This design comes from an exercise in tuning for small area on the open sky130 flow, not from production work. The RTL was checked by simulation tests, not by an equivalence proof against the original design. Power and IR drop assume default switching activity.

Setup of orange:
## servo_mux
module servo_mux (
    input  wire        clk,
    input  wire        rst,           
    input  wire        tick,          
    input  wire        host_valid,    
    input  wire        host_kind,     
    input  wire [27:0] host_word,
    output wire        host_ready,    
    output wire        resp_valid,
    output wire [7:0]  rdata,
    output wire [1:0]  status,
    output wire [15:0] result,
    output wire [3:0]  pin
);
    reg  [7:0] rem;
    wire [7:0] rem_d;
    reg  [1:0] ph;
    wire [1:0] ph_d;
    reg  [1:0] cur;
    wire [1:0] cur_d;
    reg  [3:0] pin_q;
    wire [3:0] pin_q_d;
    reg  [3:0] en;
    wire [3:0] en_d;
    reg  [31:0] pt;
    wire [31:0] pt_d;
    reg  rstp;
    wire rstp_d;
    reg  rv;
    wire rv_d;
    reg  [1:0] st;
    wire [1:0] st_d;
    reg  [2:0] rc;
    wire [2:0] rc_d;
    reg  [1:0] rch;
    wire [1:0] rch_d;
    servo_next_raw u_next (
        .rst(rst), .tick(tick), .host_valid(host_valid),
        .host_kind(host_kind), .host_word(host_word),
        .r_rem(rem), .n_rem(rem_d),
        .r_ph(ph), .n_ph(ph_d),
        .r_cur(cur), .n_cur(cur_d),
        .r_pin(pin_q), .n_pin(pin_q_d),
        .r_en(en), .n_en(en_d),
        .r_pt(pt), .n_pt(pt_d),
        .r_rstp(rstp), .n_rstp(rstp_d),
        .r_rv(rv), .n_rv(rv_d),
        .r_st(st), .n_st(st_d),
        .r_rc(rc), .n_rc(rc_d),
        .r_rch(rch), .n_rch(rch_d),
        .rdata(rdata), .result(result), .host_ready(host_ready),
        .resp_valid(resp_valid), .status(status), .pin(pin)
    );
    always @(posedge clk) begin
        rem <= rem_d;
        ph <= ph_d;
        cur <= cur_d;
        pin_q <= pin_q_d;
        en <= en_d;
        pt <= pt_d;
        rstp <= rstp_d;
        rv <= rv_d;
        st <= st_d;
        rc <= rc_d;
        rch <= rch_d;
    end
endmodule
==> flow/config.mk <==
export PLATFORM = sky130hd
export DESIGN_NAME = servo_mux
export DESIGN_NICKNAME = servo_mux
export VERILOG_FILES = /design/flow/design.v
export SDC_FILE = /design/flow/constraint.sdc
export NUM_CORES = 4
export LEC_CHECK = 0
export CAP_MARGIN = 20
export CORE_MARGIN = 2
export CORE_UTILIZATION = 40
export SLEW_MARGIN = 20
==> flow/constraint.sdc <==
create_clock -name core_clock -period 25.0 [get_ports {clk}]
set_input_delay 5.0000 -clock core_clock [delete_from_list [all_inputs] [get_ports {clk}]]
set_output_delay 5.0000 -clock core_clock [all_outputs]
set_load 0.01 [all_outputs]
standard.sh (not shown) runs the stock make flow with config.mk's settings and CLKGATE_MAP_FILE= SYNTH_SCRIPT=/design/flow/synth_recipe.tcl, a recipe that flattens the netlist after the stock synthesis.
==> flow/flow/run.sh <==
#!/bin/bash
# Layout flow: the standard flow (standard.sh) with three changes.
#  1. Synthesis is ORFS's synthesis run by synth_recipe.tcl, with ABC's
#     mapping script replaced by an area-oriented one (abc_map.script) and
#     without ORFS's full-adder extraction. Registers and their names are
#     those of the standard synthesis.
#  2. Ports are buffered with sky130_fd_sc_hd__buf_1 cells.
#  3. Clock tree synthesis uses small clock buffers and no dummy loads.
# Each tool's output goes to a log file of its own in the work folder.
set -euo pipefail
W=$(pwd)
F=$W/flow

# synthesis script: synth_recipe.tcl with ABC's script swapped
{
  cat <<EOT
proc abc {args} {
  set i [lsearch -exact \$args -script]
  if { \$i >= 0 } { set args [lreplace \$args \$i [expr {\$i + 1}] -script $F/abc_map.script] }
  yosys abc {*}\$args
}
EOT
  cat $W/synth_recipe.tcl
} > $W/flow_synth.tcl

bash $W/standard.sh SYNTH_SCRIPT=$W/flow_synth.tcl ADDER_MAP_FILE= synth > $W/synth.log 2>&1

bash $W/standard.sh \
  "BUFFER_PORTS_ARGS=-buffer_cell sky130_fd_sc_hd__buf_1" \
  "CTS_ARGS=-sink_clustering_enable -repair_clock_nets -buf_list {sky130_fd_sc_hd__clkbuf_4} -sink_buffer_max_cap_derate 1.0 -dont_use_dummy_load" \
  finish > $W/layout.log 2>&1
==> flow/flow/abc_map.script <==
strash
&get -n
&dch -f
&nf -a -R 1000 -p
&put
topo
orange: flow completed, timing, DRC and antenna clean
#### Input delta (green over orange)
-- flow/flow/run.sh --
<<< orange, line 28
bash $W/standard.sh \
  "BUFFER_PORTS_ARGS=-buffer_cell sky130_fd_sc_hd__buf_1" \
  "CTS_ARGS=-sink_clustering_enable -repair_clock_nets -buf_list {sky130_fd_sc_hd__clkbuf_4} -sink_buffer_max_cap_derate 1.0 -dont_use_dummy_load" \
  finish > $W/layout.log 2>&1
>>> green, line 28
bash $W/standard.sh \
  "BUFFER_PORTS_ARGS=-buffer_cell sky130_fd_sc_hd__buf_1" \
  "CTS_ARGS=-sink_clustering_enable -repair_clock_nets -buf_list {sky130_fd_sc_hd__clkbuf_2 sky130_fd_sc_hd__clkbuf_4} -dont_use_dummy_load" \
  finish > $W/layout.log 2>&1
Results
From orange to green, cell depth of the worst setup path did not move at all.
Compared with orange, in green fraction of area in multi-input gates saw little to no change, sequential power saw little to no change, overflow left after global routing saw little to no change, routed wire length saw little to no change, number of sinks on the clock net saw little to no change.
[compare] base=orange new=green: peak clock frequency supported by timing closely matched the old numbers; non-filler instance count after layout essentially unchanged.

[re-timing with driven ports]
The results above use ideal ports. As a check the final layouts listed here were re-extracted and re-timed, cells and wires unchanged. Step 1: set_driving_cell puts a clkbuf_16 on clk and a buf_2 on each other input, an assumption about the parent block. Step 2 adds t to the input delays and takes it off the output delays; t is the mean of the earliest and latest rising clock arrival at the registers after step 1. Input paths then give back, and output paths get back, about the clock's delay inside the block. Three values: ideal ports, drivers, drivers and shift; two values: the first two.
| run | t, ns | setup slack, ns | hold slack, ns | latest minus earliest clock arrival (ns) | pins driven straight from the clock port |
|---|---|---|---|---|---|
| orange | 0.427 | 13.636 / 13.610 / 14.037 | 0.471 / 0.471 / 0.471 | 0.033 / 0.033 | 1 |
| green | 0.427 | 13.636 / 13.610 / 14.037 | 0.471 / 0.471 / 0.471 | 0.033 / 0.033 | 1 |
After both steps every run listed still meets setup and hold.
